Context: an optimization exercise on an open-source flow, tuned for small area, a short achievable clock period and few clock cycles. The choices shown serve that exercise and are no tape-out recipe. In this exercise RTL edits were held to simulation tests only and were not proved equivalent to the original. Power figures rest on the tool's default switching activity, not on a simulated workload.

`flow/run.sh`:
```
#!/bin/bash
# The standard layout, with the port buffers made of buf_4 cells instead of
# the slow delay buffer buffer_ports picks by default.
set -euo pipefail
export BUFFER_PORTS_ARGS="-buffer_cell sky130_fd_sc_hd__buf_4"
bash standard.sh > standard.log 2>&1
```
`standard.sh`:
```
#!/bin/bash
# synth_recipe.tcl (not shown) runs the flow's synth.tcl, then flattens the netlist and writes it again
# the make line also repeats each setting of config.mk as NAME=value (left out here)
make -C /OpenROAD-flow-scripts/flow DESIGN_CONFIG=/design/flow/config.mk WORK_HOME=/design/flow/orfs CLKGATE_MAP_FILE= SYNTH_SCRIPT=/design/flow/synth_recipe.tcl "${@:-finish}"
```
`config.mk`:
```
export PLATFORM = sky130hd
export DESIGN_NAME = txfec
export DESIGN_NICKNAME = txfec
export VERILOG_FILES = /design/flow/design.v
export SDC_FILE = /design/flow/constraint.sdc
export NUM_CORES = 4
export LEC_CHECK = 0
export CAP_MARGIN = 20
export CORE_MARGIN = 2
export CORE_UTILIZATION = 50
export CTS_CLUSTER_DIAMETER = 70
export CTS_CLUSTER_SIZE = 20
export SLEW_MARGIN = 20
```
`constraint.sdc`:
```
create_clock -name core_clock -period 24.0 [get_ports {clk}]
set_input_delay 4.8000 -clock core_clock [delete_from_list [all_inputs] [get_ports {clk}]]
set_output_delay 4.8000 -clock core_clock [all_outputs]
set_load 0.01 [all_outputs]
```
`design.v`:
```
module txfec_h84_lut (
    input  wire [7:0] b,
    output wire [7:0] lut
);
    wire ca = ~(b[0] ^ b[1] ^ b[5] ^ b[7]);
    wire cb = ~(b[1] ^ b[2] ^ b[3] ^ b[7]);
    wire cc = ~(b[1] ^ b[3] ^ b[4] ^ b[5]);
    wire ok = ^b;                     
    wire unc = ok & (ca | cb | cc);
    wire [3:0] n = {b[7] ^ ( ca &  cb & ~cc),
                    b[5] ^ ( ca & ~cb &  cc),
                    b[3] ^ (~ca &  cb &  cc),
                    b[1] ^ ( ca &  cb &  cc)};
    assign lut = unc ? 8'hFF : {4'h0, n};
endmodule
module txfec_h2418 (
    input  wire [23:0] w,
    output reg  [17:0] payload,
    output reg         unc,
    output reg         cor,
    output reg  [5:0]  test
);
    reg [23:0] a;
    reg [5:0]  f;
    integer    i;
    always @* begin
        test = 6'd0;
        for (i = 0; i < 23; i = i + 1)
            if (w[i])
                test = test ^ (i + 33);
        if (w[23])
            test = test ^ 6'd32;
        a   = w;
        unc = 1'b0;
        cor = 1'b0;
        f   = 6'd0;
        if (test[4:0] != 5'h1F) begin
            if (test[5]) begin
                unc = 1'b1;
            end else begin
                cor = 1'b1;
                f   = 6'd30 - test;
                if (f <= 6'd23)
                    a = w ^ (24'd1 << f);
            end
        end
        if (unc)
            payload = 18'h3FFFF;
        else
            payload = {a[22:16], a[14:8], a[6:4], a[2]};
    end
endmodule
module txfec (
    input  wire        clk,
    input  wire        rst_n,       
    input  wire        cmd_valid,
    output wire        cmd_ready,
    input  wire [31:0] cmd,
    output wire        rsp_valid,
    input  wire        rsp_ready,
    output wire [3:0]  rsp_st,
    output wire [31:0] rsp_res
);
    localparam [3:0] ST_OK      = 4'h0;
    localparam [3:0] ST_CODEERR = 4'h1;
    localparam [3:0] ST_REGERR  = 4'hE;
    localparam [3:0] ST_ILLEGAL = 4'hF;
    localparam [3:0] EV_PREFIX   = 4'h0;
    localparam [3:0] EV_SYNC     = 4'h1;
    localparam [3:0] EV_DATA     = 4'h2;
    localparam [3:0] EV_SYNCLOSS = 4'h4;
    localparam [3:0] EV_DISCARD  = 4'h5;
    localparam [3:0] EV_RESYNC   = 4'h6;
    localparam [7:0] SYNC_BYTE = 8'h47;
    reg [31:0] c_q;
    reg        c_v;
    reg        rdy;
    assign cmd_ready = rdy;
    wire acc = cmd_valid && rdy;
    wire c_go;
    reg q1v;
    reg [11:0] ra_hi;
    reg [15:0] ra_lo;
    integer di;
    always @(posedge clk)
        if (!(c_v && q1v)) begin
            c_q <= cmd;
            for (di = 0; di < 12; di = di + 1)
                ra_hi[di] <= (cmd[23:20] == di + 4);
            for (di = 0; di < 16; di = di + 1)
                ra_lo[di] <= (cmd[19:16] == di);
        end
    reg rst_q;
    always @(posedge clk)
        rst_q <= rst_n;
    reg        cfg_m2ts, cfg_piden;
    reg [12:0] tpid;
    reg [7:0]  k;             
    reg        hunt;
    reg        ccv;
    reg [3:0]  ccl;
    reg        hdr_v;         
    reg [27:0] hdr;           
    reg [32:0] pcr_base;
    reg [8:0]  pcr_ext;
    reg        pcrv;
    reg [26:0] pcrms;         
    wire [31:0] cnt_h84, cnt_h2418, cnt_par, cnt_sync, cnt_disc;
    wire [31:0] cnt_tei, cnt_cc, cnt_pkt, cnt_ill;
    reg [5:0]  dv_n;          
    reg [6:0]  dv_r;          
    reg [26:0] dv_q;          
    wire [3:0]  op   = c_q[31:28];
    wire [7:0]  b    = c_q[7:0];
    wire [7:0]  addr = c_q[23:16];
    wire [15:0] val  = c_q[15:0];
    wire z27_8  = (c_q[27:8]  == 20'd0);
    wire z27_24 = (c_q[27:24] == 4'd0);
    wire is_brev  = (op == 4'h1) && z27_8;
    wire is_h84   = (op == 4'h2) && z27_8;
    wire is_h84a  = (op == 4'h3) && (c_q[27:16] == 12'd0);
    wire is_h2418 = (op == 4'h4) && z27_24;
    wire is_par   = (op == 4'h5) && z27_8;
    wire is_tsb   = (op == 4'h6) && z27_8;
    wire is_rd    = (op == 4'h8) && z27_24 && (c_q[15:0] == 16'd0);
    wire is_wr    = (op == 4'h9) && z27_24;
    wire legal    = is_brev || is_h84 || is_h84a || is_h2418 || is_par ||
                    is_tsb || is_rd || is_wr;
    wire b47 = (b == SYNC_BYTE);
    wire a_cfg   = (addr == 8'h00);
    wire a_tpid  = (addr == 8'h01);
    wire a_ctrl  = (addr == 8'h02);
    wire [7:0] brev_b = {b[0], b[1], b[2], b[3], b[4], b[5], b[6], b[7]};
    wire [7:0] lut0, lut1;
    txfec_h84_lut u_lut0 (.b(c_q[7:0]),  .lut(lut0));
    txfec_h84_lut u_lut1 (.b(c_q[15:8]), .lut(lut1));
    wire       unc0 = lut0[7];
    wire       unc1 = lut1[7];
    wire [3:0] nib0 = unc0 ? 4'd0 : lut0[3:0];
    wire [3:0] nib1 = unc1 ? 4'd0 : lut1[3:0];
    wire [3:0] mag  = (nib0[2:0] == 3'd0) ? 4'd8 : {1'b0, nib0[2:0]};
    wire [4:0] row  = {nib1, nib0[3]};
    wire [17:0] h24_payload;
    wire        h24_unc, h24_cor;
    wire [5:0]  h24_test;
    txfec_h2418 u_h2418 (
        .w(c_q[23:0]), .payload(h24_payload), .unc(h24_unc), .cor(h24_cor), .test(h24_test)
    );
    wire perr = ~^b;    
    wire [6:0] par_ch = perr ? 7'h20 : b[6:0];
    wire k_pfx  = (k[7:2] == 6'b111111);         
    wire k_zero = (k == 8'd0);                   
    wire k_last = (k == 8'd187);
    wire tsb_go = c_go && is_tsb;
    wire [187:0] k_hot;
    wire [187:0] a_hot;
    wire [8*188-1:0] pkt_flat;
    genvar gk;
    generate
        assign k_hot[0] = (k == 8'd0);
        assign a_hot[0] = ra_hi[0] && ra_lo[0];
        assign pkt_flat[7:0] = SYNC_BYTE;
        for (gk = 1; gk < 188; gk = gk + 1) begin : g_pkt
            reg [7:0] q;
            assign k_hot[gk] = (k == gk);
            assign a_hot[gk] = ra_hi[gk / 16] && ra_lo[gk % 16];
            wire we = tsb_go && k_hot[gk];
            always @(posedge clk)
                if (we)
                    q <= b;
            assign pkt_flat[gk*8 +: 8] = q;
        end
    endgenerate
    reg [7:0] pkt_rd;
    integer ri;
    always @* begin
        pkt_rd = 8'd0;
        for (ri = 0; ri < 188; ri = ri + 1)
            pkt_rd = pkt_rd | ({8{a_hot[ri]}} & pkt_flat[ri*8 +: 8]);
    end
    wire [7:0] h1 = pkt_flat[1*8 +: 8];
    wire [7:0] h2 = pkt_flat[2*8 +: 8];
    wire [7:0] h3 = pkt_flat[3*8 +: 8];
    wire [7:0] b5 = pkt_flat[5*8 +: 8];
    wire        f_tei  = h1[7];
    wire [12:0] f_pid  = {h1[4:0], h2};
    wire        f_af   = h3[5];
    wire [3:0]  f_cc   = h3[3:0];
    wire        f_afdisc = !f_tei && f_af && b5[7];
    wire        f_pcrf   = !f_tei && f_af && b5[4];
    wire        f_match  = !f_tei && cfg_piden && (f_pid == tpid);
    wire        cc_ok    = !ccv || f_afdisc || (f_cc == ccl + 4'd1);
    wire        f_ccerr  = f_match && !cc_ok;
    wire [32:0] new_base = {pkt_flat[6*8 +: 8], pkt_flat[7*8 +: 8], pkt_flat[8*8 +: 8],
                            pkt_flat[9*8 +: 8], pkt_flat[10*8 + 7]};
    wire [8:0]  new_ext  = {pkt_flat[10*8], pkt_flat[11*8 +: 8]};
    wire [27:0] hdr_word = {f_pcrf, f_afdisc, f_ccerr, f_match,
                            h3[4], f_af, h3[7:6], f_tei, h1[5], h1[6], f_cc, f_pid};
    wire        dv_bit = new_base[dv_n - 6'd1];
    wire [7:0]  dv_t   = {dv_r, dv_bit};
    wire        dv_ge  = (dv_t >= 8'd90);
    wire [7:0]  dv_s   = dv_t - 8'd90;
    wire [7:0] idx = cfg_m2ts ? k + 8'd4 : k;
    wire a_pkt = (addr >= 8'h40) && (addr <= 8'hFB);    
    wire [31:0] rd_val =
          ({32{a_cfg}}           & {30'd0, cfg_piden, cfg_m2ts})
        | ({32{a_tpid}}          & {19'd0, tpid})
        | ({32{addr == 8'h04}}   & {23'd0, hunt, idx})
        | ({32{addr == 8'h05}}   & {23'd0, ccv, 4'd0, ccl})
        | ({32{addr == 8'h06}}   & {2'd0, hdr_v, hdr_v, hdr})
        | ({32{addr == 8'h07}}   & pcr_base[31:0])
        | ({32{addr == 8'h08}}   & {pcrv, 6'd0, pcr_ext, 15'd0, pcr_base[32]})
        | ({32{addr == 8'h09}}   & {5'd0, pcrms})
        | ({32{addr == 8'h10}}   & cnt_h84)
        | ({32{addr == 8'h11}}   & cnt_h2418)
        | ({32{addr == 8'h12}}   & cnt_par)
        | ({32{addr == 8'h13}}   & cnt_sync)
        | ({32{addr == 8'h14}}   & cnt_disc)
        | ({32{addr == 8'h15}}   & cnt_tei)
        | ({32{addr == 8'h16}}   & cnt_cc)
        | ({32{addr == 8'h17}}   & cnt_pkt)
        | ({32{addr == 8'h18}}   & cnt_ill)
        | {24'd0, pkt_rd};
    wire rd_ok = (addr <= 8'h02) || (addr >= 8'h04 && addr <= 8'h09) ||
                 (addr >= 8'h10 && addr <= 8'h18) || a_pkt;
    wire [31:0] tsb_res =
        hunt   ? {b47 ? EV_RESYNC : EV_DISCARD, 20'd0, b} :
        k_pfx  ? {EV_PREFIX, 12'd0, 6'd0, k[1:0], b} :
        k_zero ? {b47 ? EV_SYNC : EV_SYNCLOSS, 20'd0, b} :
        k_last ? {4'h3, hdr_word} :
                 {EV_DATA, 12'd0, k, b};
    wire cfg_refuse = (val[0] != cfg_m2ts) &&
                      ((k != (cfg_m2ts ? 8'd252 : 8'd0)) || hunt);
    wire wr_err = a_cfg ? cfg_refuse : a_tpid ? (val[15:13] != 3'd0) : !a_ctrl;
    wire [31:0] x_res =
          ({32{is_brev}}  & {24'd0, brev_b})
        | ({32{is_h84}}   & {8'd0, lut0, 7'd0, unc0, 4'd0, nib0})
        | ({32{is_h84a}}  & {14'd0, unc1, unc0, 3'd0, row, 4'd0, mag})
        | ({32{is_h2418}} & {h24_test, h24_cor, h24_unc, 6'd0, h24_payload})
        | ({32{is_par}}   & {23'd0, perr, 1'b0, par_ch})
        | ({32{is_tsb}}   & tsb_res)
        | ({32{is_rd}}    & rd_val);
    wire x_code = (is_h84 && unc0) || (is_h84a && (unc0 || unc1)) ||
                  (is_h2418 && h24_unc) || (is_par && perr);
    wire x_reg  = (is_rd && !rd_ok) || (is_wr && wr_err);
    wire [3:0] x_st = !legal ? ST_ILLEGAL : x_reg ? ST_REGERR :
                      x_code ? ST_CODEERR : ST_OK;
    wire wr_go   = c_go && is_wr;
    wire srst    = wr_go && a_ctrl && val[0];
    wire cfg_ok  = wr_go && a_cfg && !cfg_refuse;
    wire tpid_ok = wr_go && a_tpid && (val[15:13] == 3'd0);
    wire pkt_end = tsb_go && !hunt && k_last;
    always @(posedge clk) begin
        if (!rst_q) begin
            cfg_m2ts  <= 1'b0;
            cfg_piden <= 1'b0;
            tpid      <= 13'd0;
            k         <= 8'd0;
            hunt      <= 1'b0;
            ccv       <= 1'b0;
            ccl       <= 4'd0;
            hdr_v     <= 1'b0;
            hdr       <= 28'd0;
            pcr_base  <= 33'd0;
            pcr_ext   <= 9'd0;
            pcrv      <= 1'b0;
            pcrms     <= 27'd0;
            dv_n      <= 6'd0;
        end else begin
            if (dv_n != 6'd0) begin
                dv_n <= dv_n - 6'd1;
                dv_r <= dv_ge ? dv_s[6:0] : dv_t[6:0];
                dv_q <= {dv_q[25:0], dv_ge};
            end
            if (tsb_go) begin
                if (hunt) begin
                    if (b47) begin
                        hunt <= 1'b0;
                        k    <= 8'd1;
                    end
                end else if (k_zero) begin
                    if (b47)
                        k <= 8'd1;
                    else
                        hunt <= 1'b1;
                end else if (k_last) begin
                    k <= cfg_m2ts ? 8'd252 : 8'd0;
                end else begin
                    k <= k + 8'd1;
                    if (k == 8'd10) begin
                        dv_n <= 6'd33;
                        dv_r <= 7'd0;
                    end
                end
            end
            if (pkt_end) begin
                if (f_pcrf) begin
                    pcr_base <= new_base;
                    pcr_ext  <= new_ext;
                    pcrv     <= 1'b1;
                    pcrms    <= dv_q;
                end
                if (f_match) begin
                    ccv <= cc_ok;
                    if (cc_ok)
                        ccl <= f_cc;
                end
                hdr_v <= 1'b1;
                hdr   <= hdr_word;
            end
            if (cfg_ok) begin
                cfg_m2ts  <= val[0];
                cfg_piden <= val[1];
                ccv       <= 1'b0;
                if (val[0] != cfg_m2ts)
                    k <= val[0] ? 8'd252 : 8'd0;
            end
            if (tpid_ok) begin
                tpid <= val[12:0];
                ccv  <= 1'b0;
            end
            if (srst) begin
                k        <= cfg_m2ts ? 8'd252 : 8'd0;
                hunt     <= 1'b0;
                ccv      <= 1'b0;
                ccl      <= 4'd0;
                hdr_v    <= 1'b0;
                hdr      <= 28'd0;
                pcr_base <= 33'd0;
                pcr_ext  <= 9'd0;
                pcrv     <= 1'b0;
                pcrms    <= 27'd0;
            end
        end
    end
    wire cnt_clr = !rst_q || (wr_go && a_ctrl && val[1]);
    wire t_sync  = tsb_go && !hunt && k_zero && !b47;
    txfec_cnt2 u_cnt_h84 (.clk(clk), .clr(cnt_clr),
        .inc1(c_go && ((is_h84 && unc0) || (is_h84a && (unc0 ^ unc1)))),
        .inc2(c_go && is_h84a && unc0 && unc1), .c(cnt_h84));
    txfec_cnt u_cnt_h2418 (.clk(clk), .clr(cnt_clr), .inc(c_go && is_h2418 && h24_unc), .c(cnt_h2418));
    txfec_cnt u_cnt_par   (.clk(clk), .clr(cnt_clr), .inc(c_go && is_par && perr), .c(cnt_par));
    txfec_cnt u_cnt_sync  (.clk(clk), .clr(cnt_clr), .inc(t_sync), .c(cnt_sync));
    txfec_cnt u_cnt_disc  (.clk(clk), .clr(cnt_clr), .inc(t_sync || (tsb_go && hunt && !b47)), .c(cnt_disc));
    txfec_cnt u_cnt_tei   (.clk(clk), .clr(cnt_clr), .inc(pkt_end && f_tei), .c(cnt_tei));
    txfec_cnt u_cnt_cc    (.clk(clk), .clr(cnt_clr), .inc(pkt_end && f_ccerr), .c(cnt_cc));
    txfec_cnt u_cnt_pkt   (.clk(clk), .clr(cnt_clr), .inc(pkt_end), .c(cnt_pkt));
    txfec_cnt u_cnt_ill   (.clk(clk), .clr(cnt_clr), .inc(c_go && !legal), .c(cnt_ill));
    reg [33:0] q0, q1;
    reg        qe, rv;
    assign c_go = c_v && !q1v;
    wire [33:0] x = {x_st[3], x_st[0], x_res};
    assign rsp_valid = rv;
    assign rsp_st    = {q0[33], q0[33], q0[33], q0[32]};
    assign rsp_res   = q0[31:0];
    always @(posedge clk) begin
        q0 <= rsp_ready ? (q1v ? q1 : x) : (qe ? x : q0);
        q1 <= q1v ? q1 : x;
    end
    wire pop     = rsp_ready && !qe;
    wire n0      = c_go || (!qe && !pop) || q1v;
    wire n1      = (c_go && !qe && !pop) || (q1v && !pop);
    wire cv_next = acc || (c_v && q1v);
    always @(posedge clk) begin
        if (!rst_n) begin
            c_v <= 1'b0;
            rdy <= 1'b1;
            q1v <= 1'b0;
            qe  <= 1'b1;
            rv  <= 1'b0;
        end else begin
            c_v <= cv_next;
            q1v <= n1;
            qe  <= !n0;
            rv  <= n0;
            rdy <= !(cv_next && n1);
        end
    end
endmodule
module txfec_cnt (
    input  wire        clk,
    input  wire        clr,
    input  wire        inc,
    output reg  [31:0] c
);
    wire [31:0] pre;
    genvar i;
    assign pre[0] = 1'b1;
    generate
        for (i = 1; i < 32; i = i + 1) begin : g_pre
            assign pre[i] = &c[i-1:0];
        end
    endgenerate
    wire go = inc && !(&c);
    always @(posedge clk)
        c <= clr ? 32'd0 : (c ^ ({32{go}} & pre));
endmodule
module txfec_cnt2 (
    input  wire        clk,
    input  wire        clr,
    input  wire        inc1,
    input  wire        inc2,
    output reg  [31:0] c
);
    wire [31:0] pre;           
    genvar i;
    assign pre[0] = 1'b1;
    assign pre[1] = 1'b1;
    generate
        for (i = 2; i < 32; i = i + 1) begin : g_pre
            assign pre[i] = &c[i-1:1];
        end
    endgenerate
    wire hfull = &c[31:1];
    wire t0 = (inc1 && !(hfull && c[0])) || (inc2 && hfull && !c[0]);
    wire t1 = !hfull && (inc2 || (inc1 && c[0]));
    always @(posedge clk)
        c <= clr ? 32'd0 : (c ^ {{31{t1}} & pre[31:1], t0});
endmodule
```
==> key figures, run 1 <==
Placed design
  • Input/output buffers: between 70 and 80
  • Post-DP HPWL: between 200,000 and 300,000 um
  • Post-place setup slack: around 18,000 ps
  • Placer Congestion: between 1 and 1.5

Setup path
  • Buffer and inverter count on the worst path: 1
  • Slowest stage delay, CP: roughly 430 ps
  • Setup crit end kind: output pin
  • Worst path cell trace: buf_4
  • Top delay family on crit path: flip-flops
  • Type of the worst setup path: reg2out
  • WP depth: 1
  • Crit path launch type: register
  • Critical path's slowest cell: edfxtp_1
  • Worst EP arrival: 1450 ps
  • Worst R2R Path Depth: 7
  • Worst-path fanout max: 3
  • WP data required: 19,200 ps

Global route
  • Vias in the first global route: between 60,000 and 70,000
  • Largest net degree at the start of global routing: 224
  • First-pass GRT wire length: ~580,000 um
  • Gr ovfl total: 0
  • Initial antenna violation count: 47
  • GRT Util Overall: 49.4%

Drt
  • Total number of vias: between 70,000 and 80,000
  • Final wirelength: 441,000 um
  • WL per Instance: 46.7 um
  • Post-route ant nets: 0
  • Number of detailed-route iterations in the first pass: 9
  • DRC: 0
  • Via/cell ratio: approximately 7.5
  • Starting DRT DRC Count: ~14,000

Synth
  • Post-synth ARST share: 0%
  • Syn avg cell area: 12.4 sq um
  • Mapped Cells: 7,004
  • Synth Warn #: 4
  • Top_reg_cell synth: edfxtp_1
  • Register area share after synthesis: around two thirds
  • Synthesized net count: ~7,100
  • Post-synth cell types: 91
  • Synthesized cell area: between 80,000 and 90,000 sq um
  • Post-synth EDFFs: ~1,600
  • FF+latch count, synth: around 2,100

Power
  • Leakage: roughly 30 nW
  • Pwr dens: around 75 nW/um^2
  • Max VDD drop: 0.0718 mV

Clock network
  • TritonCTS clock tree: done
  • H-tree depth: 4
  • Clock sinks: ~2,100
  • Clock insertion delay at the later pin of the skew report: about 870 ps
  • Worst-path clk slew: about 80 ps
  • Cts bufs inserted: 142
  • Clock Path Buffers: 3
  • CTS Root Cell: clkbuf_16
  • Post-CTS Hold Fix Bufs: 0
  • Post-CTS setup buffer count: 0
  • CTS resizes: 0

Finish
  • Area delta synth->final: 10.4%
  • Fin util: around 56%
  • Most frequent cells in the layout: edfxtp_1 (1,624), nand3_1 (619), nor2_1 (530)
  • Commonest non-fill, non-tap cell in the layout: edfxtp_1
  • Share of layout cells above drive strength 1: between 10% and 20%
  • Layout Nets: just over 7,000

STA
  • Crit share post-route: a little over a quarter
  • RSZ-0062 raised after global routing: false
  • Setup TNS: 0 ps
  • Post-layout min period: roughly 6200 ps
  • Max Freq: 160 MHz
  • Final WS setup: between 15,000 and 20,000 ps
  • Slew Limit Fails: 0
  • Worst Skew: roughly 57 ps
  • Final Hold Fails: 0
  • Slew @ Worst Pin: roughly 1400 ps
  • Final setup violation count: 0
  • Relative slew margins: approximately 5.7%

Run status
  • Status: finished clean

Hold path
  • Worst Hold Class: reg2reg
  • Hold path depth: 0

Floorplan
  • Starting Density: about half
  • Row Count: ~150
  • DIE HEIGHT: approximately 420 um
  • Core footprint: between 150,000 and 200,000 sq um
  • Number of I/O pins: 74
  • Die width: ~420 um
  • Die Area: 177,000 sq um

Job
  • Max Cap Viol: 0
==> sequential cells by signal, summed over array words and instances (netlist names), 9 cells and up <==
signal         flops
c_q               32
dv_q              27
g_pkt.q         1496
hdr               28
pcr_base          33
pcr_ext            9
pcrms             27
q0                34
q1                34
ra_hi             12
ra_lo             16
tpid              13
u_cnt_cc.c        32
u_cnt_disc.c      32
u_cnt_h2418.c     32
u_cnt_h84.c       32
u_cnt_ill.c       32
u_cnt_par.c       32
u_cnt_pkt.c       32
u_cnt_sync.c      32
u_cnt_tei.c       32
==> Yosys cell counts (119+ instances only) <==
cell      instances  area share [%]
a21oi_1         324             1.9
a22oi_1         438             3.8
clkbuf_1        357             1.5
dfxtp_1         462              11
edfxtp_1       1624              56
nand2_1         451             1.9
nand3_1         620             3.6
nand4_1         215             1.5
nor2_1          631             2.7
o21ai_0         120            0.69
o22ai_1         119            0.86
xnor2_1         135             1.4
xor2_1          159             1.6
==> final timing paths <==
check | startpoint | endpoint | slack [ps]
worst max-delay path | q0[33] | rsp_st[3] | 17750
worst min register to register | dv_q[12] | dv_q[13] | 450
worst min-delay path | dv_q[12] | dv_q[13] | 450
worst max register to register | c_q[27] | g_pkt[117].q[1] | 17780
==> stage by stage <==
stage	area (sq um)	cells	total power, mW	hold WS [ps]
final	95900	9440	7.18	455
after global routing	95900	9415	7.29	471
after detailed placement	91200	9178	4.67	434
after global placement	91100	9176	4.66	428
after CTS	95600	9404	7.13	456
after floorplan	86900	7004	4.39	426
==> final cells by class <==
class | count | area, sq um
Clock buffer | 164 | 3730
Fill cell | 14500 | 76200
Timing Repair Buffer | 360 | 2960
Multi-Input combinational cell | 4330 | 27200
Clock inverter | 62 | 672
Antenna cell | 27 | 67.6
Tap cell | 2310 | 2890
Inverter | 101 | 379
Sequential cell | 2086 | 58000
==> logic make-up (layout without fill, tap and decap cells) <==
| kind of cell | Yosys count | in the layout | share of synthesized area [%] |
|---|---|---|---|
| other | 0 | 27 | 0 |
| adders and majority gates | 34 | 34 | 0.490 |
| and+or+nand+nor | 2417 | 2417 | 13.6 |
| AOI/OAI and AO/OA | 1477 | 1477 | 11.9 |
| muxes | 98 | 98 | 1.41 |
| DFF | 2086 | 2086 | 66.8 |
| buffers and inverters | 588 | 687 | 2.62 |
| xor gates and xnor gates | 304 | 304 | 3.23 |
==> power breakdown <==
| group | internal (mW) | total (mW) | switching (mW) |
|---|---|---|---|
| clock network | 1.20 | 2.55 | 1.35 |
| registers | 3.94 | 3.97 | 0.0364 |
| logic | 0.166 | 0.650 | 0.483 |
| total | 5.30 | 7.18 | 1.87 |
==> metal layers <==
layer	track usage [%]	vias up	routed length, um
li1	-	27000	-
met1	56.7	34900	141000
met2	69.7	7006	181000
met3	20.2	2071	65300
met4	46.1	42	53600
met5	1.50	-	501
Testbench counts, summed over its fixed seeds: cycles 32,921.
==> run 2: changes to the inputs <==
--- a/config.mk
+++ b/config.mk
@@ -8,6 +8,4 @@
 export CAP_MARGIN = 20
 export CORE_MARGIN = 2
 export CORE_UTILIZATION = 50
-export CTS_CLUSTER_DIAMETER = 70
-export CTS_CLUSTER_SIZE = 20
 export SLEW_MARGIN = 20
==> run 2 against run 1 <==
Still clean. Combinational power about the same. Global-route usage increased by 0.24 points. Maximum frequency down 0.19%. Setup slack worse by 12 ps. Critical path depth unchanged. Sequential power barely moved. Non-clock buffer count increased by 3. Critical path type unchanged. Highest routed layer unchanged.
==> key figures, run 2 <==
Clock network
  • Cts bufs inserted: 214 (+51%)
  • CTS resizes: 0 (unchanged)
  • TritonCTS clock tree: done
  • Worst-path clk slew: 60 ps (-20 ps)
  • Post-CTS setup buffer count: 0 (unchanged)
  • H-tree depth: 4 (unchanged)
  • Clock insertion delay at the later pin of the skew report: 900 ps (+30 ps)
  • Post-CTS Hold Fix Bufs: 0 (unchanged)
  • Clock sinks: 2,086 (unchanged)
  • Clock Path Buffers: 3 (unchanged)
  • CTS Root Cell: clkbuf_16

Finish
  • Final non-filler cell total: 9,634 (+2.1%)
  • Most frequent cells in the layout: edfxtp_1 (1,624), nand3_1 (620), nor2_1 (530)
  • Area delta synth->final: 13.5%
  • Largest regs: g_pkt.q (1496), q0 (34), q1 (34)
  • Layout Nets: 7,166 (+1.1%)
  • Largest register FFs: 1,496 (unchanged)
  • Share of layout cells above drive strength 1: 12.3% (+1.2 points)
  • Fin util: 57.3% (+1.6 points)
  • Top reg by flops: g_pkt.q
  • Commonest non-fill, non-tap cell in the layout: edfxtp_1
  • Fillers: 14,400 (-1.3%)

Placed design
  • Placed cells: 9,178 (unchanged)
  • Input/output buffers: 73 (unchanged)
  • Placer Congestion: 1.11 (unchanged)
  • Post-DP HPWL: 296,000 um (unchanged)

Setup path
  • Worst path cell trace: buf_4
  • Worst-path fanout max: 1 (-2)
  • Top delay family on crit path: flip-flops
  • Worst EP arrival: 1460 ps (about the same)
  • Type of the worst setup path: reg2out
  • R2r setup slk: 17,860 ps (+80 ps)
  • Setup crit end kind: output pin
  • WP data required: 19,200 ps (about the same)
  • Crit path launch type: register
  • Worst r2r src: c_q[13]
  • Slowest stage delay, CP: 430 ps (about the same)
  • Critical path's slowest cell: edfxtp_1
  • Worst R2R Path Depth: 9 (+2)
  • RR Endpoint: g_pkt[117].q[1]
  • Buffer and inverter count on the worst path: 1 (unchanged)
  • WP depth: 1 (unchanged)

Synth
  • Post-synth cell types: 91 (unchanged)
  • Synthesized net count: 7,074 (unchanged)
  • Post-synth ARST share: 0% (unchanged)
  • Top_reg_cell synth: edfxtp_1
  • Synthesized cell area: 86,900 sq um (unchanged)
  • Syn avg cell area: 12.4 sq um (unchanged)
  • Synth Warn #: 4 (unchanged)
  • Post-synth top area share: 56.1% (unchanged)
  • Synth area leaders: edfxtp_1 (56%), dfxtp_1 (11%), a22oi_1 (3.8%)
  • Post-synth top cells: edfxtp_1 (1,624), nor2_1 (631), nand3_1 (620), dfxtp_1 (462), nand2_1 (451)
  • Largest area contributor in the netlist: edfxtp_1
  • Mapped Cells: 7,004 (unchanged)
  • Count leader, synth: edfxtp_1
  • Post-synth EDFFs: 1,624 (unchanged)
  • FF+latch count, synth: 2,086 (unchanged)
  • Register area share after synthesis: 66.8% (unchanged)

Job
  • Max Cap Viol: 0 (unchanged)

Global route
  • Gr ovfl total: 0 (unchanged)
  • Initial antenna violation count: 40 (-15%)
  • Vias in the first global route: 64,000 (+1.2%)
  • GRT Util Overall: 49.6% (+0.24 points)
  • Largest net degree at the start of global routing: 224 (unchanged)
  • First-pass GRT wire length: 582,000 um (+0.50%)

STA
  • Final setup violation count: 0 (unchanged)
  • Max Freq: 160 MHz (-0.19%)
  • Slew Limit Fails: 0 (unchanged)
  • Worst Skew: 58.5 ps (+1.97 ps)
  • Slew @ Worst Pin: 1390 ps (-19.8 ps)
  • Relative slew margins: 7.07% (+1.3 points)
  • Post-layout min period: 6260 ps (+12.1 ps)
  • Final Hold Fails: 0 (unchanged)
  • Crit share post-route: 26.1% (+0.050 points)
  • Setup TNS: 0 ps (unchanged)
  • RSZ-0062 raised after global routing: false

Hold path
  • Hold path depth: 0 (unchanged)
  • WHS Endpoint: dv_q[16]
  • Worst Hold Class: reg2reg
  • Hold wc startpoint: dv_q[15]

Drt
  • DRC: 0 (unchanged)
  • Starting DRT DRC Count: 14,400 (-0.42%)
  • Post-route ant nets: 0 (unchanged)
  • Final wirelength: 443,000 um (+0.37%)
  • Total number of vias: 71,600 (+0.82%)
  • Via/cell ratio: 7.43 (-1.2%)
  • WL per Instance: 46.0 um (-1.7%)
  • Number of detailed-route iterations in the first pass: 9 (unchanged)

Floorplan
  • Core footprint: 172,000 sq um (unchanged)
  • Number of I/O pins: 74 (unchanged)
  • Die width: 421 um (unchanged)
  • Row Count: 152 (unchanged)
  • Starting Density: 50.5% (unchanged)
  • Die Area: 177,000 sq um (unchanged)
  • DIE HEIGHT: 421 um (unchanged)

Power
  • Total Power: 8.03 mW (+12%)
  • Pwr dens: 81.5 nW/um^2 (+8.9%)
  • Leakage: 31.2 nW (+4.3%)
  • Max VDD drop: 0.0690 mV (-4.0%)

Run status
  • Status: finished clean
-- run 2: cell counts after synthesis --
No cell type changed its count.
-- run 2: metrics by stage --
stage / instance area, sq um / hold slack, ps / setup slack [ps]
after floorplan: 86900 / 426 / 17780
after global routing: 98500 / 464 / 17710
after CTS: 98200 / 447 / 17700
after detailed placement: 91200 / 434 / 17920
final: 98600 / 448 / 17740
after global placement: 91100 / 428 / 17900
-- run 2: layout make-up --
type | count | area, sq um | share of cell area [%]
tap | 2310 | 2890 | 2.93
multi-input combinational | 4330 | 27200 | 27.6
antenna | 45 | 113 | 0.114
clock inverter | 133 | 1340 | 1.36
timing repair buffer | 363 | 2980 | 3.02
inverter | 101 | 379 | 0.385
clock buffer | 266 | 5670 | 5.75
sequential | 2086 | 58000 | 58.8
-- run 2: layer usage --
metal	vias up	part of all wire, %	global-route usage [%]	wire length (um)
li1	27300	-	-	-
met1	35100	32	56.4	141000
met2	7153	41	69.7	182000
met3	2063	15	21.3	66400
met4	22	12	46.8	53900
met5	-	0.074	1.61	327
-- run 2: cell families (layout without fill, tap and decap cells) --
family                   count (synthesis)  after routing  share of synthesized area (%)
flip-flops                            2086           2086                           66.8
AND/OR/NAND/NOR                       2417           2417                           13.6
multiplexers                            98             98                           1.41
other                                    0             45                              0
XOR/XNOR                               304            304                           3.23
AO/OA/AOI/OAI                         1477           1477                           11.9
buffers and inverters                  588            863                           2.62
adder cells (fa/ha/maj)                 34             34                          0.490
-- run 2: where the power goes --
| part | total, mW | internal, mW | switching (mW) |
|---|---|---|---|
| Sequential | 3.98 | 3.94 | 0.0369 |
| Clock | 3.40 | 1.90 | 1.50 |
| Combinational | 0.652 | 0.167 | 0.485 |
-- run 2: worst max path at each step --
stage	start	end	slack (ps)
global placement	rsp_ready	q0[12]	17900
CTS	q0[6]	rsp_res[6]	17700
detailed placement	rsp_ready	q0[11]	17920
finish	q0[6]	rsp_res[6]	17740
floorplan	c_q[1]	u_cnt_h84.c[17]	17780
global route	q0[6]	rsp_res[6]	17710
==> run 3: changes to the inputs <==
--- a/design.v
+++ b/design.v
@@ -81,6 +81,7 @@
     reg q1v;
     reg [11:0] ra_hi;
     reg [15:0] ra_lo;
+    reg [7:0]  op_q;          
     integer di;
     always @(posedge clk)
         if (!(c_v && q1v)) begin
@@ -89,6 +90,15 @@
                 ra_hi[di] <= (cmd[23:20] == di + 4);
             for (di = 0; di < 16; di = di + 1)
                 ra_lo[di] <= (cmd[19:16] == di);
+            op_q[0] <= (cmd[31:28] == 4'h1) && (cmd[27:8]  == 20'd0);   
+            op_q[1] <= (cmd[31:28] == 4'h2) && (cmd[27:8]  == 20'd0);   
+            op_q[2] <= (cmd[31:28] == 4'h3) && (cmd[27:16] == 12'd0);   
+            op_q[3] <= (cmd[31:28] == 4'h4) && (cmd[27:24] == 4'd0);    
+            op_q[4] <= (cmd[31:28] == 4'h5) && (cmd[27:8]  == 20'd0);   
+            op_q[5] <= (cmd[31:28] == 4'h6) && (cmd[27:8]  == 20'd0);   
+            op_q[6] <= (cmd[31:28] == 4'h8) && (cmd[27:24] == 4'd0) &&
+                       (cmd[15:0] == 16'd0);                           
+            op_q[7] <= (cmd[31:28] == 4'h9) && (cmd[27:24] == 4'd0);    
         end
     reg rst_q;
     always @(posedge clk)
@@ -110,20 +120,17 @@
     reg [5:0]  dv_n;          
     reg [6:0]  dv_r;          
     reg [26:0] dv_q;          
-    wire [3:0]  op   = c_q[31:28];
     wire [7:0]  b    = c_q[7:0];
     wire [7:0]  addr = c_q[23:16];
     wire [15:0] val  = c_q[15:0];
-    wire z27_8  = (c_q[27:8]  == 20'd0);
-    wire z27_24 = (c_q[27:24] == 4'd0);
-    wire is_brev  = (op == 4'h1) && z27_8;
-    wire is_h84   = (op == 4'h2) && z27_8;
-    wire is_h84a  = (op == 4'h3) && (c_q[27:16] == 12'd0);
-    wire is_h2418 = (op == 4'h4) && z27_24;
-    wire is_par   = (op == 4'h5) && z27_8;
-    wire is_tsb   = (op == 4'h6) && z27_8;
-    wire is_rd    = (op == 4'h8) && z27_24 && (c_q[15:0] == 16'd0);
-    wire is_wr    = (op == 4'h9) && z27_24;
+    wire is_brev  = op_q[0];
+    wire is_h84   = op_q[1];
+    wire is_h84a  = op_q[2];
+    wire is_h2418 = op_q[3];
+    wire is_par   = op_q[4];
+    wire is_tsb   = op_q[5];
+    wire is_rd    = op_q[6];
+    wire is_wr    = op_q[7];
     wire legal    = is_brev || is_h84 || is_h84a || is_h2418 || is_par ||
                     is_tsb || is_rd || is_wr;
     wire b47 = (b == SYNC_BYTE);
--- a/config.mk
+++ b/config.mk
@@ -8,4 +8,6 @@
 export CAP_MARGIN = 20
 export CORE_MARGIN = 2
 export CORE_UTILIZATION = 50
+export CTS_CLUSTER_DIAMETER = 70
+export CTS_CLUSTER_SIZE = 20
 export SLEW_MARGIN = 20
==> run 3 against run 2 <==
Die area about the same. Clock power decreased by 26%. Clock-buffer cell count is 105 lower. Synthesized cell count shrank 0.69%. Global-route usage is 3.6 points lower. Maximum frequency is 0.58% higher. Setup slack better by 36 ps. Still clean. Sequential share of layout area up 1.6 points.
==> key figures, run 3 <==
Synth
  • Post-synth top cells: edfxtp_1 (1,624), nand3_1 (630), nor2_1 (617), nand2_1 (479), dfxtp_1 (462)
  • Synth Warn #: 4 (unchanged)
  • Post-synth ARST share: 0% (unchanged)
  • Synthesized cell area: 86,800 sq um (about the same)
  • Syn avg cell area: 12.5 sq um (+0.63%)
  • Count leader, synth: edfxtp_1
  • Post-synth top area share: 56.2% (about the same)
  • Top_reg_cell synth: edfxtp_1
  • Largest area contributor in the netlist: edfxtp_1
  • Synth area leaders: edfxtp_1 (56%), dfxtp_1 (11%), nand3_1 (3.6%)
  • Post-synth EDFFs: 1,624 (unchanged)
  • Mapped Cells: 6,956 (-0.69%)
  • Synthesized net count: 7,019 (-0.78%)
  • Register area share after synthesis: 66.8% (about the same)
  • Post-synth cell types: 91 (unchanged)
  • FF+latch count, synth: 2,086 (unchanged)

Finish
  • Largest register FFs: 1,496 (unchanged)
  • Share of layout cells above drive strength 1: 12.1% (-0.14 points)
  • Area delta synth->final: 10.6%
  • Design Area, Final: 96,000 sq um (-2.6%)
  • Commonest non-fill, non-tap cell in the layout: edfxtp_1
  • Fillers: 14,400 (+0.30%)
  • Top reg by flops: g_pkt.q
  • Largest regs: g_pkt.q (1496), q0 (34), q1 (34)
  • Most frequent cells in the layout: edfxtp_1 (1,624), nand3_1 (626), nand2_1 (471)
  • Layout Nets: 7,022 (-2.0%)

Clock network
  • Clock insertion delay at the later pin of the skew report: 870 ps (-30 ps)
  • Post-CTS setup buffer count: 0 (unchanged)
  • CTS resizes: 0 (unchanged)
  • Clock sinks: 2,086 (unchanged)
  • Clock Path Buffers: 3 (unchanged)
  • CTS Root Cell: clkbuf_16
  • Worst-path clk slew: 80 ps (+20 ps)
  • H-tree depth: 4 (unchanged)
  • TritonCTS clock tree: done
  • Cts bufs inserted: 139 (-35%)
  • Post-CTS Hold Fix Bufs: 0 (unchanged)

Setup path
  • Buffer and inverter count on the worst path: 1 (unchanged)
  • Worst EP arrival: 1420 ps (-40 ps)
  • Slowest stage delay, CP: 430 ps (about the same)
  • R2r setup slk: 18,040 ps (+180 ps)
  • Setup crit end kind: output pin
  • Type of the worst setup path: reg2out
  • WP depth: 1 (unchanged)
  • Critical path's slowest cell: edfxtp_1
  • Top delay family on crit path: flip-flops
  • Worst-path fanout max: 3 (+2)
  • WP data required: 19,200 ps (about the same)
  • Worst path cell trace: buf_4
  • Crit path launch type: register
  • Worst R2R Path Depth: 12 (+3)

Power
  • Logic pwr share: 6.7% (-1.4 points)
  • Net Switching: 1.68 mW (-17%)
  • Pint: 5.21 mW (-13%)
  • Flop pwr share: 56.8% (+7.3 points)
  • Max VDD drop: 0.0929 mV (+35%)
  • Clock power share: 36.5% (-5.9 points)
  • Leakage: 30.6 nW (-1.9%)
  • Pwr dens: 71.7 nW/um^2 (-12%)
  • Net Sw Frac: 24.4% (-0.77 points)

STA
  • Max Freq: 161 MHz (+0.58%)
  • RSZ-0062 raised after global routing: false
  • Slew @ Worst Pin: 1410 ps (+13.1 ps)
  • Post-layout min period: 6220 ps (-36.0 ps)
  • Final Hold Fails: 0 (unchanged)
  • Setup TNS: 0 ps (unchanged)
  • Worst Skew: 49.7 ps (-8.80 ps)
  • Crit share post-route: 25.9% (-0.15 points)
  • Relative slew margins: 6.19% (-0.87 points)
  • Final setup violation count: 0 (unchanged)
  • Slew Limit Fails: 0 (unchanged)

Placed design
  • Input/output buffers: 73 (unchanged)
  • Post-place instance area: 91,400 sq um (+0.18%)
  • Placer Congestion: 1.05 (-5.1%)
  • Post-DP HPWL: 264,000 um (-11%)

Drt
  • Starting DRT DRC Count: 13,600 (-5.7%)
  • Number of detailed-route iterations in the first pass: 13 (+4)
  • Final wirelength: 410,000 um (-7.4%)
  • Total number of vias: 68,800 (-3.9%)
  • WL per Instance: 43.7 um (-5.0%)
  • Post-route ant nets: 0 (unchanged)
  • Via/cell ratio: 7.33 (-1.4%)
  • DRC: 0 (unchanged)

Floorplan
  • Number of I/O pins: 74 (unchanged)
  • Core footprint: 172,000 sq um (unchanged)
  • Starting Density: 50.5% (about the same)
  • DIE HEIGHT: 421 um (about the same)
  • Die width: 421 um (about the same)
  • Die Area: 177,000 sq um (about the same)
  • Row Count: 152 (unchanged)

Run status
  • Status: finished clean

Global route
  • Initial antenna violation count: 43 (+7.5%)
  • First-pass GRT wire length: 545,000 um (-6.3%)
  • Vias in the first global route: 61,300 (-4.3%)
  • GRT Util Overall: 46.1% (-3.6 points)
  • Largest net degree at the start of global routing: 190 (-15%)
  • Gr ovfl total: 0 (unchanged)

Hold path
  • Hold path depth: 0 (unchanged)
  • Worst Hold Class: reg2reg

Job
  • Max Cap Viol: 0 (unchanged)
==> run 3: logic make-up after synthesis <==
group           Yosys count  share of synthesized area (%)
fa+ha+maj                27                          0.389
mux                      95                           1.32
simple gates           2443                           13.7
xor+xnor                288                           3.13
compound gates         1438                           12.1
flops                  2086                           66.8
buf+inv                 579                           2.55
==> run 3: power groups by stage <==
stage               sequential, mW  combinational, mW  clock (mW)
global placement              4.00              0.432           0
CTS                           3.91              0.437        2.50
finish                        3.91              0.462        2.51
floorplan                     4.02              0.222           0
detailed placement            4.00              0.436           0
global route                  3.91              0.468        2.62
==> run 3: final timing paths <==
check | startpoint | to
worst min register to register | dv_q[4] | dv_q[5]
worst max register to register | ra_lo[9] | q0[5]
worst max-delay path | q0[33] | rsp_st[1]
worst min-delay path | dv_q[4] | dv_q[5]
==> run 3: worst register-to-register path: cells and delay by family, from the launching register on <==
kind                   cells  cell delay [ps]
buffers and inverters      4             1370
AOI/OAI and AO/OA          4             1500
and+or+nand+nor            4             2430
DFF                        1              380
==> run 3: area by class of cell <==
class / instances / area (sq um) / share of cell area, %
well taps: 2310 / 2890 / 3.01
flip-flops and latches: 2086 / 58000 / 60.4
clock buffers: 161 / 3700 / 3.85
repair buffers: 361 / 2980 / 3.10
multi-input cells: 4291 / 27400 / 28.5
diodes: 36 / 90.1 / 0.0938
clock inverters: 61 / 661 / 0.688
inverters: 80 / 300 / 0.313
==> run 3: through the flow <==
step                      total power, mW  util (%)  hold slack, ps  setup slack [ps]  cells
after floorplan                      4.24         -             426             17460   6956
after global placement               4.43      53.0             430             17590   9118
after detailed placement             4.43      53.1             436             17620   9122
after CTS                            6.85      55.6             456             17760   9344
after global routing                 7.01      55.7             472             17730   9355
final                                6.89      55.8             457             17780   9386
==> run 3: routing by layer <==
layer	up-vias	part of all wire, %	global-route usage [%]
li1	26800	-	-
met1	34000	33	54.3
met2	6216	41	64.4
met3	1731	15	20.6
met4	40	11	37.8
met5	-	0.12	1.78
Testbench counts of run 3, summed over its fixed seeds: cycles 32,921.
==> run 4: changes to the inputs <==
--- a/config.mk
+++ b/config.mk
@@ -9,5 +9,5 @@
 export CORE_MARGIN = 2
 export CORE_UTILIZATION = 50
 export CTS_CLUSTER_DIAMETER = 70
-export CTS_CLUSTER_SIZE = 20
+export CTS_CLUSTER_SIZE = 25
 export SLEW_MARGIN = 20
==> run 4 against run 3 <==
Clock-buffer cell count fell by 9. Routed wire length rose by 0.12%. Synthesized area did not move. Clock power rose by 2%. Maximum frequency fell by 0.58%. Combinational power barely moved. Highest routed layer unchanged.
==> key figures, run 4 <==
Floorplan
  • Die Area: 177,000 sq um (unchanged)
  • Core footprint: 172,000 sq um (unchanged)
  • Row Count: 152 (unchanged)
  • Number of I/O pins: 74 (unchanged)
  • Die width: 421 um (unchanged)
  • Starting Density: 50.5% (unchanged)
  • DIE HEIGHT: 421 um (unchanged)

Drt
  • WL per Instance: 43.7 um (about the same)
  • Starting DRT DRC Count: 13,700 (+0.71%)
  • Total number of vias: 68,800 (+0.0029%)
  • Met3 WL post-DR: 62,400 um (-0.21%)
  • Final wirelength: 411,000 um (+0.12%)
  • Number of detailed-route iterations in the first pass: 8 (-5)
  • Via/cell ratio: 7.32 (about the same)
  • Top routing layer in use: met5
  • Post-route ant nets: 0 (unchanged)
  • Met1 WL: 135,000 um (about the same)
  • Wire length on met2: 169,000 um (-0.22%)
  • DRC: 0 (unchanged)

Synth
  • Register area share after synthesis: 66.8% (unchanged)
  • Synth area leaders: edfxtp_1 (56%), dfxtp_1 (11%), nand3_1 (3.6%)
  • Post-synth cell types: 91 (unchanged)
  • Syn avg cell area: 12.5 sq um (unchanged)
  • Post-synth ARST share: 0% (unchanged)
  • Count leader, synth: edfxtp_1
  • Synth Warn #: 4 (unchanged)
  • Post-synth EDFFs: 1,624 (unchanged)
  • Top_reg_cell synth: edfxtp_1
  • Post-synth top cells: edfxtp_1 (1,624), nand3_1 (630), nor2_1 (617), nand2_1 (479), dfxtp_1 (462)
  • Synthesized cell area: 86,800 sq um (unchanged)
  • Largest area contributor in the netlist: edfxtp_1
  • Mapped Cells: 6,956 (unchanged)
  • FF+latch count, synth: 2,086 (unchanged)
  • Post-synth top area share: 56.2% (unchanged)
  • Synthesized net count: 7,019 (unchanged)

Setup path
  • WP data required: 19,200 ps (about the same)
  • Worst EP arrival: 1460 ps (+40 ps)
  • Top delay family on crit path: flip-flops
  • Buffer and inverter count on the worst path: 1 (unchanged)
  • Worst-path fanout max: 3 (unchanged)
  • Type of the worst setup path: reg2out
  • Slowest stage delay, CP: 430 ps (about the same)
  • Crit path launch type: register
  • Critical path's slowest cell: edfxtp_1
  • Worst path cell trace: buf_4
  • Setup crit end kind: output pin

Power
  • Leakage: 30.6 nW (about the same)
  • Total Power: 6.92 mW (+0.52%)
  • Max VDD drop: 0.0736 mV (-21%)
  • Pwr dens: 72.0 nW/um^2 (+0.41%)

Global route
  • Initial antenna violation count: 52 (+21%)
  • Vias in the first global route: 61,000 (-0.44%)
  • First-pass GRT wire length: 544,000 um (-0.20%)
  • GRT Util Overall: 46.0% (about the same)
  • Largest net degree at the start of global routing: 190 (unchanged)
  • Gr ovfl total: 0 (unchanged)

STA
  • Relative slew margins: 10.0% (+3.8 points)
  • Setup TNS: 0 ps (unchanged)
  • Fin Hold WS: 456 ps (-0.565 ps)
  • Slew @ Worst Pin: 1350 ps (-57.1 ps)
  • RSZ-0062 raised after global routing: false
  • Slew Limit Fails: 0 (unchanged)
  • Crit share post-route: 26.1% (+0.15 points)
  • Worst Skew: 38.9 ps (-10.8 ps)
  • Post-layout min period: 6260 ps (+36.1 ps)
  • Final setup violation count: 0 (unchanged)
  • Max Freq: 160 MHz (-0.58%)
  • Final Hold Fails: 0 (unchanged)

Clock network
  • CTS resizes: 0 (unchanged)
  • Clock sinks: 2,086 (unchanged)
  • Cts bufs inserted: 132 (-5.0%)
  • Post-CTS setup buffer count: 0 (unchanged)
  • TritonCTS clock tree: done
  • Clock insertion delay at the later pin of the skew report: 870 ps (about the same)
  • Worst-path clk slew: 100 ps (+20 ps)
  • Clock Path Buffers: 3 (unchanged)
  • CTS Root Cell: clkbuf_16
  • H-tree depth: 4 (unchanged)
  • Post-CTS Hold Fix Bufs: 0 (unchanged)

Placed design
  • Placer Congestion: 1.05 (unchanged)
  • Post-DP HPWL: 264,000 um (unchanged)
  • Post-place instance area: 91,400 sq um (unchanged)
  • Placed cells: 9,122 (unchanged)
  • Input/output buffers: 73 (unchanged)

Finish
  • Most frequent cells in the layout: edfxtp_1 (1,624), nand3_1 (626), nand2_1 (471)
  • Final non-filler cell total: 9,394 (+0.085%)
  • Commonest non-fill, non-tap cell in the layout: edfxtp_1
  • Fillers: 14,400 (-0.097%)
  • Area delta synth->final: 10.7%
  • Share of layout cells above drive strength 1: 12.4% (+0.22 points)
  • Largest regs: g_pkt.q (1496), q0 (34), q1 (34)
  • Design Area, Final: 96,100 sq um (+0.11%)
  • Layout Nets: 7,017 (-0.071%)
  • Top reg by flops: g_pkt.q
  • Largest register FFs: 1,496 (unchanged)

Hold path
  • Worst Hold Class: reg2reg

Job
  • Max Cap Viol: 0 (unchanged)

Run status
  • Status: finished clean
==> run 4: area by class of cell <==
type | instances | area (sq um) | share of cell area, %
well taps | 2310 | 2890 | 3.01
flip-flops and latches | 2086 | 58000 | 60.4
repair buffers | 363 | 3010 | 3.13
clock inverters | 80 | 896 | 0.932
multi-input cells | 4291 | 27400 | 28.5
clock buffers | 152 | 3560 | 3.70
inverters | 80 | 300 | 0.312
diodes | 32 | 80.1 | 0.0833
==> run 4: power breakdown <==
| group | leakage [nW] | total (mW) | internal, mW | switching [mW] |
|---|---|---|---|---|
| Clock | 2.14 | 2.55 | 1.21 | 1.34 |
| Combinational | 9.91 | 0.464 | 0.113 | 0.350 |
| Sequential | 18.6 | 3.91 | 3.90 | 0.0144 |
==> run 4: cells by family after synthesis <==
group,Yosys count,synth area share (%)
flops,2086,66.8
compound gates,1438,12.1
xor+xnor,288,3.13
buf+inv,579,2.55
simple gates,2443,13.7
mux,95,1.32
fa+ha+maj,27,0.389
==> run 4: metrics by stage <==
stage | setup WS, ps | util, %
6_report | 17740 | 55.8
4_1_cts | 17740 | 55.7
2_1_floorplan | 17460 | -
3_3_place_gp | 17590 | 53.0
5_1_grt | 17710 | 55.8
3_5_place_dp | 17620 | 53.1
==> run 4: path summary, 6_finish.rpt <==
check | from | endpoint | slack (ps) | cells past startpoint
max | q0[33] | rsp_st[1] | 17740 | 1
min | dv_q[4] | dv_q[5] | 460 | 0
max reg2reg | ra_lo[9] | q0[5] | 17890 | 12
min reg2reg | dv_q[4] | dv_q[5] | 460 | 0
==> run 4: layer usage <==
metal | track usage, % | vias up
li1 | - | 26800
met1 | 54.2 | 33900
met2 | 63.9 | 6278
met3 | 20.5 | 1714
met4 | 39.5 | 42
met5 | 1.39 | -
==> run 5: changes to the inputs <==
--- a/design.v
+++ b/design.v
@@ -353,12 +353,12 @@
     txfec_cnt u_cnt_cc    (.clk(clk), .clr(cnt_clr), .inc(pkt_end && f_ccerr), .c(cnt_cc));
     txfec_cnt u_cnt_pkt   (.clk(clk), .clr(cnt_clr), .inc(pkt_end), .c(cnt_pkt));
     txfec_cnt u_cnt_ill   (.clk(clk), .clr(cnt_clr), .inc(c_go && !legal), .c(cnt_ill));
-    reg [33:0] q0, q1;
+    reg [35:0] q0, q1;
     reg        qe, rv;
     assign c_go = c_v && !q1v;
-    wire [33:0] x = {x_st[3], x_st[0], x_res};
+    wire [35:0] x = {x_st, x_res};
     assign rsp_valid = rv;
-    assign rsp_st    = {q0[33], q0[33], q0[33], q0[32]};
+    assign rsp_st    = q0[35:32];
     assign rsp_res   = q0[31:0];
     always @(posedge clk) begin
         q0 <= rsp_ready ? (q1v ? q1 : x) : (qe ? x : q0);
--- a/config.mk
+++ b/config.mk
@@ -9,5 +9,5 @@
 export CORE_MARGIN = 2
 export CORE_UTILIZATION = 50
 export CTS_CLUSTER_DIAMETER = 70
-export CTS_CLUSTER_SIZE = 25
+export CTS_CLUSTER_SIZE = 20
 export SLEW_MARGIN = 20
==> run 5 against run 4 <==
Sequential power up 2%. Critical endpoint is now rsp_res[1]. Critical path type unchanged. Worst hold slack worse by 5.5 ps. Critical path depth unchanged. Largest power group unchanged. Total power up 4.3%. Utilization about the same. Clock power up 2%. Setup slack better by 72 ps. Clock skew up 16 ps. Now fails the layout checks on max-capacitance violations, max-slew violations. Synthesized area down 0.12%. Non-clock buffer count up 3. Sequential share of layout area up 0.13 points. Clock-buffer cell count up 15.
==> key figures, run 5 <==
Synth
  • Register area share after synthesis: 67.0% (+0.19 points)
  • Post-synth cell types: 95 (+4.4%)
  • Count leader, synth: edfxtp_1
  • Synthesized net count: 7,024 (+0.071%)
  • Synthesized cell area: 86,700 sq um (-0.12%)
  • Largest area contributor in the netlist: edfxtp_1
  • Post-synth top area share: 56.3% (+0.14 points)
  • Synth Warn #: 4 (unchanged)
  • Post-synth top cells: edfxtp_1 (1,626), nor2_1 (663), nand3_1 (626), a22oi_1 (471), dfxtp_1 (464)
  • Top_reg_cell synth: edfxtp_1
  • Post-synth EDFFs: 1,626 (+0.12%)
  • FF+latch count, synth: 2,090 (+0.19%)
  • Syn avg cell area: 12.5 sq um (-0.19%)
  • Synth area leaders: edfxtp_1 (56%), dfxtp_1 (11%), a22oi_1 (4.1%)
  • Mapped Cells: 6,961 (+0.072%)
  • Post-synth ARST share: 0% (unchanged)

STA
  • Slew @ Worst Pin: 1550 ps (+197 ps)
  • Worst Skew: 55.0 ps (+16.0 ps)
  • Slew Limit Fails: 2 (+2)
  • Setup TNS: 0 ps (unchanged)
  • Final setup violation count: 0 (unchanged)
  • Final Hold Fails: 0 (unchanged)
  • Max Freq: 162 MHz (+1.2%)
  • RSZ-0062 raised after global routing: false
  • Relative slew margins: -3.96% (-14 points)
  • Post-layout min period: 6190 ps (-72.1 ps)
  • Fin Hold WS: 451 ps (-5.54 ps)
  • Crit share post-route: 25.8% (-0.30 points)

Finish
  • FF/Latch Area: 58,100 sq um (+0.17%)
  • Layout Nets: 7,053 (+0.51%)
  • Largest regs: g_pkt.q (1496), q0 (36), q1 (36)
  • Largest register FFs: 1,496 (unchanged)
  • Area delta synth->final: 10.8% (about the same)
  • Share of layout cells above drive strength 1: 12.2% (-0.12 points)
  • Top reg by flops: g_pkt.q
  • Design Area, Final: 96,100 sq um (about the same)
  • Most frequent cells in the layout: edfxtp_1 (1,626), nand3_1 (621), nor2_1 (516)
  • Commonest non-fill, non-tap cell in the layout: edfxtp_1
  • Fillers: 14,500 (+0.90%)
  • Multi-input gate area: 27,100 sq um (-0.95%)

Clock network
  • Worst-path clk slew: 80 ps (-20 ps)
  • Post-CTS Hold Fix Bufs: 0 (unchanged)
  • Clock sinks: 2,090 (+0.19%)
  • Post-CTS setup buffer count: 0 (unchanged)
  • TritonCTS clock tree: done
  • Clock Path Buffers: 3 (unchanged)
  • Cts bufs inserted: 143 (+8.3%)
  • Clock insertion delay at the later pin of the skew report: 880 ps (about the same)
  • CTS resizes: 0 (unchanged)
  • CTS Root Cell: clkbuf_16
  • H-tree depth: 4 (unchanged)

Global route
  • Gr ovfl total: 0 (unchanged)
  • Largest net degree at the start of global routing: 151 (-21%)
  • GRT Util Overall: 47.8% (+1.8 points)
  • Initial antenna violation count: 42 (-19%)
  • Vias in the first global route: 61,800 (+1.3%)
  • First-pass GRT wire length: 562,000 um (+3.3%)

Job
  • Max Cap Viol: 1 (+1)

Placed design
  • Placer Congestion: 1.08 (+3.1%)
  • Input/output buffers: 73 (unchanged)
  • Post-DP HPWL: 279,000 um (+5.6%)
  • Post-place instance area: 91,300 sq um (-0.11%)

Setup path
  • Worst r2r src: ra_hi[1]
  • Critical path's slowest cell: edfxtp_1
  • Crit path launch type: register
  • WP depth: 1 (unchanged)
  • Type of the worst setup path: reg2out
  • Worst R2R Path Depth: 13 (+1)
  • RR Endpoint: q0[3]
  • Critical Path Source: q0[1]
  • Setup crit end kind: output pin
  • WP data required: 19,200 ps (about the same)
  • Buffer and inverter count on the worst path: 1 (unchanged)
  • R2r setup slk: 18,030 ps (+140 ps)
  • Slowest stage delay, CP: 400 ps (-30 ps)
  • Worst EP arrival: 1390 ps (-70 ps)
  • Worst path cell trace: buf_4
  • Top delay family on crit path: flip-flops
  • End of the critical path: rsp_res[1]
  • Worst-path fanout max: 1 (-2)

Drt
  • Number of detailed-route iterations in the first pass: 9 (+1)
  • Starting DRT DRC Count: 14,500 (+6.1%)
  • WL per Instance: 45.2 um (+3.5%)
  • Via/cell ratio: 7.43 (+1.5%)
  • Post-route ant nets: 0 (unchanged)
  • Final wirelength: 426,000 um (+3.8%)
  • Total number of vias: 69,900 (+1.7%)
  • DRC: 0 (unchanged)

Floorplan
  • DIE HEIGHT: 421 um (about the same)
  • Row Count: 152 (unchanged)
  • Core footprint: 172,000 sq um (-0.11%)
  • Die Area: 177,000 sq um (-0.12%)
  • Starting Density: 50.5% (about the same)
  • Die width: 421 um (about the same)
  • Number of I/O pins: 74 (unchanged)

Power
  • Pwr dens: 75.2 nW/um^2 (+4.4%)
  • Leakage: 29.9 nW (-2.4%)
  • Max VDD drop: 0.0752 mV (+2.2%)

Hold path
  • Hold wc startpoint: q1[3]
  • Worst Hold Class: reg2reg

Run status
  • Status: complete, but fails checks
  • Failing Checks: max-capacitance violations, max-slew violations
-- run 5: worst min path at each step --
stage	slack, ps	cells after the start	end
6_report	450	2	q1[3]
5_1_grt	460	0	dv_q[5]
4_1_cts	450	2	q1[3]
3_5_place_dp	430	2	q1[3]
3_3_place_gp	430	0	dv_q[13]
2_1_floorplan	420	2	q1[3]
-- run 5: area by class of cell --
| cell class | count | area share (%) |
|---|---|---|
| Sequential cell | 2090 | 60.5 |
| Multi-Input combinational cell | 4287 | 28.2 |
| Clock buffer | 167 | 4.06 |
| Timing Repair Buffer | 366 | 3.07 |
| Tap cell | 2310 | 3.01 |
| Clock inverter | 60 | 0.673 |
| Inverter | 102 | 0.398 |
| Antenna cell | 32 | 0.0833 |
-- run 5: power breakdown --
group / leakage (nW) / internal (mW) / total [mW] / switching [mW]
clock: 2.21 / 1.24 / 2.59 / 1.35
combinational: 9.08 / 0.178 / 0.643 / 0.465
sequential: 18.6 / 3.95 / 3.99 / 0.0392
-- run 5: cells by family (layout without fill, tap and decap cells) --
family	count (synthesis)	after routing	share of synthesized area, %
adder cells (fa/ha/maj)	27	27	0.389
AND/OR/NAND/NOR	2427	2427	13.5
flip-flops	2090	2090	67.0
buffers and inverters	584	695	2.63
XOR/XNOR	338	338	3.73
multiplexers	97	97	1.40
AO/OA/AOI/OAI	1398	1398	11.3
other	0	32	0
-- run 5: worst reg2reg max path: stages, from the launching register on --
cell and delay, ps:
edfxtp_1 370, buf_4 250, buf_4 340, buf_4 420, clkinv_1 460, buf_4 410, o22ai_1 190, a21oi_1 470
o211ai_1 160, nor4_1 810, a41oi_1 570, a2111oi_0 920, buf_4 260, a31oi_1 70
-- run 5: per-stage QoR --
step	utilization (%)	power [mW]	worst slack, ps	cells
after global placement	53.1	4.67	17360	9148
after global routing	55.8	7.34	17770	9383
after floorplan	-	4.42	17780	6961
after CTS	55.7	7.16	17770	9377
after detailed placement	53.1	4.67	17360	9150
final	55.9	7.22	17810	9414
-- run 5: metal layers --
layer,global-route usage (%),wire length (um),up-vias
met3,20.8,65100,1940
li1,-,-,26800
met1,55.3,137000,34300
met2,67.1,176000,6925
met4,42.3,47200,22
met5,0.528,240,-
Testbench counts of run 5, summed over its fixed seeds: cycles 32,921.
==> run 6: changes to the inputs <==
--- a/config.mk
+++ b/config.mk
@@ -5,9 +5,9 @@
 export SDC_FILE = /design/flow/constraint.sdc
 export NUM_CORES = 4
 export LEC_CHECK = 0
-export CAP_MARGIN = 20
+export CAP_MARGIN = 30
 export CORE_MARGIN = 2
 export CORE_UTILIZATION = 50
 export CTS_CLUSTER_DIAMETER = 70
 export CTS_CLUSTER_SIZE = 20
-export SLEW_MARGIN = 20
+export SLEW_MARGIN = 30
==> run 6 against run 5 <==
Critical path type unchanged. Clock skew down 10 ps. Sequential share of layout area down 0.40 points. Now clean on timing, DRC and antenna. Global-route usage up 0.14 points. Highest routed layer unchanged. Total power about the same.
==> key figures, run 6 <==
Run status
  • Status: finished clean

Global route
  • Initial antenna violation count: 41 (-2.4%)
  • First-pass GRT wire length: 563,000 um (+0.16%)
  • Largest net degree at the start of global routing: 151 (unchanged)
  • Gr ovfl total: 0 (unchanged)
  • GRT Util Overall: 48.0% (+0.14 points)

Power
  • Logic pwr share: 9.0% (about the same)
  • Max VDD drop: 0.0732 mV (-2.7%)
  • Net Switching: 1.84 mW (-0.93%)
  • Pint: 5.39 mW (+0.36%)
  • Leakage: 30.1 nW (+0.55%)
  • Flop pwr share: 55.2% (about the same)

Drt
  • Starting DRT DRC Count: 14,000 (-3.6%)
  • DRC: 0 (unchanged)
  • Total number of vias: 70,100 (+0.17%)
  • WL per Instance: 45.4 um (+0.23%)
  • Via/cell ratio: 7.43 (about the same)
  • Number of detailed-route iterations in the first pass: 9 (unchanged)

Setup path
  • Slowest stage delay, CP: 410 ps (about the same)
  • Worst-path fanout max: 1 (unchanged)
  • Setup crit end kind: output pin
  • Worst path cell trace: buf_4
  • WP data required: 19,200 ps (about the same)
  • Type of the worst setup path: reg2out
  • Worst EP arrival: 1410 ps (+20 ps)
  • Top delay family on crit path: flip-flops
  • Buffer and inverter count on the worst path: 1 (unchanged)

Synth
  • Post-synth top area share: 56.3% (unchanged)
  • Synthesized cell area: 86,700 sq um (unchanged)
  • Mux cell area share after synthesis: 1.40% (unchanged)
  • Synthesized net count: 7,024 (unchanged)
  • Post-synth ARST share: 0% (unchanged)
  • Post-synth top cells: edfxtp_1 (1,626), nor2_1 (663), nand3_1 (626), a22oi_1 (471), dfxtp_1 (464)
  • Register area share after synthesis: 67.0% (unchanged)
  • Post-Synth Adder-Cell Area: 0.389% (unchanged)
  • Synth area leaders: edfxtp_1 (56%), dfxtp_1 (11%), a22oi_1 (4.1%)
  • Largest area contributor in the netlist: edfxtp_1
  • Compound-gate portion of the synthesized area: 11.3% (unchanged)
  • Post-synthesis simple-gate area fraction: 13.5% (unchanged)
  • Mapped Cells: 6,961 (unchanged)
  • Main combinational cell family by area after synthesis: simple AND/OR/NAND/NOR gates

Floorplan
  • Core footprint: 172,000 sq um (unchanged)
  • Die width: 421 um (unchanged)
  • Starting Density: 50.5% (unchanged)
  • DIE HEIGHT: 421 um (unchanged)
  • Row Count: 152 (unchanged)

Clock network
  • CTS Root Cell: clkbuf_16
  • CTS resizes: 0 (unchanged)
  • Post-CTS setup buffer count: 0 (unchanged)
  • Cts bufs inserted: 142 (-0.70%)
  • Clock Path Buffers: 3 (unchanged)
  • Worst-path clk slew: 80 ps (about the same)
  • TritonCTS clock tree: done

STA
  • Crit share post-route: 25.9% (+0.077 points)
  • Setup TNS: 0 ps (unchanged)
  • RSZ-0062 raised after global routing: false
  • Final Hold Fails: 0 (unchanged)
  • Post-layout min period: 6210 ps (+18.5 ps)
  • Relative slew margins: 20.4% (+24 points)
  • Final setup violation count: 0 (unchanged)

Finish
  • Fin util: 56.3% (+0.37 points)
  • Commonest non-fill, non-tap cell in the layout: edfxtp_1
  • FF/Latch Area: 58,100 sq um (unchanged)
  • Layout Nets: 7,068 (+0.21%)
  • Largest regs: g_pkt.q (1496), q0 (36), q1 (36)
  • Fillers: 14,500 (-0.42%)
  • Largest register FFs: 1,496 (unchanged)
  • Most frequent cells in the layout: edfxtp_1 (1,626), nand3_1 (619), nor2_1 (514)
  • Share of layout cells above drive strength 1: 12.8% (+0.52 points)

Job
  • Max Cap Viol: 0 (-1)

Placed design
  • Input/output buffers: 73 (unchanged)
## run 6: cell counts after synthesis
No cell type changed its count.
## run 6: layout make-up
cell class	instances	area share (%)
diodes	27	0.0699
repair buffers	382	3.31
well taps	2310	2.99
clock inverters	59	0.701
flip-flops and latches	2090	60.1
inverters	102	0.396
multi-input cells	4287	28.4
clock buffers	168	4.01
## run 6: path summary, 6_finish.rpt
check | from | to | slack (ps) | cells after the start
setup reg to reg | ra_hi[1] | q0[3] | 17970 | 13
hold / removal | q1[3] | q1[3] | 450 | 2
hold reg to reg | q1[3] | q1[3] | 450 | 2
setup / recovery | q0[4] | rsp_res[4] | 17790 | 1
## run 6: cell families after synthesis
kind of cell,Yosys count
and+or+nand+nor,2427
buffers and inverters,584
muxes,97
adders and majority gates,27
xor gates and xnor gates,338
AOI/OAI and AO/OA,1398
DFF,2090
## run 6: power groups by stage
stage | Combinational, mW | Clock [mW] | Sequential [mW]
global route | 0.659 | 2.70 | 3.99
finish | 0.648 | 2.59 | 3.99
global placement | 0.598 | 0 | 4.07
floorplan | 0.339 | 0 | 4.08
detailed placement | 0.606 | 0 | 4.07
CTS | 0.608 | 2.58 | 3.99
## run 6: metal layers
metal / vias up / wire, um / global-route usage (%)
li1: 26800 / - / -
met1: 34400 / 137000 / 55.5
met2: 6884 / 174000 / 66.6
met3: 1943 / 65800 / 21.1
met4: 34 / 49800 / 43.4
met5: - / 452 / 1.89
## run 6: per-stage QoR
stage / power [mW] / std cells / hold WS, ps / worst slack, ps / cell area (sq um)
5_1_grt: 7.35 / 9403 / 458 / 17760 / 96700
4_1_cts: 7.17 / 9382 / 449 / 17780 / 96300
3_3_place_gp: 4.67 / 9148 / 431 / 17360 / 91200
6_report: 7.23 / 9425 / 453 / 17790 / 96700
2_1_floorplan: 4.42 / 6961 / 419 / 17780 / 86700
3_5_place_dp: 4.67 / 9155 / 432 / 17350 / 91700

-- static timing again, ports no longer ideal --
How much do the figures lean on ideal ports? The routed layouts below were timed once more, with nothing changed but the port constraints.
Step 1 assumes that a clkbuf_16 drives the clock port and a buf_2 every other input.
Step 2 also shifts input and output timing later by t, the mid clock arrival at the registers, as if the neighbouring blocks saw the same clock.
a / b / c = ideal / step 1 / step 2; a / b = the first two.
run | t, ns | setup WS [ns]
run 1 | 0.940 | 17.752 / 17.657 / 17.779
run 2 | 0.978 | 17.740 / 17.636 / 17.865
run 3 | 0.940 | 17.776 / 17.682 / 17.592
run 4 | 0.957 | 17.740 / 17.639 / 17.629
run 5 | 0.943 | 17.812 / 17.715 / 17.160
run 6 | 0.939 | 17.794 / 17.693 / 17.278
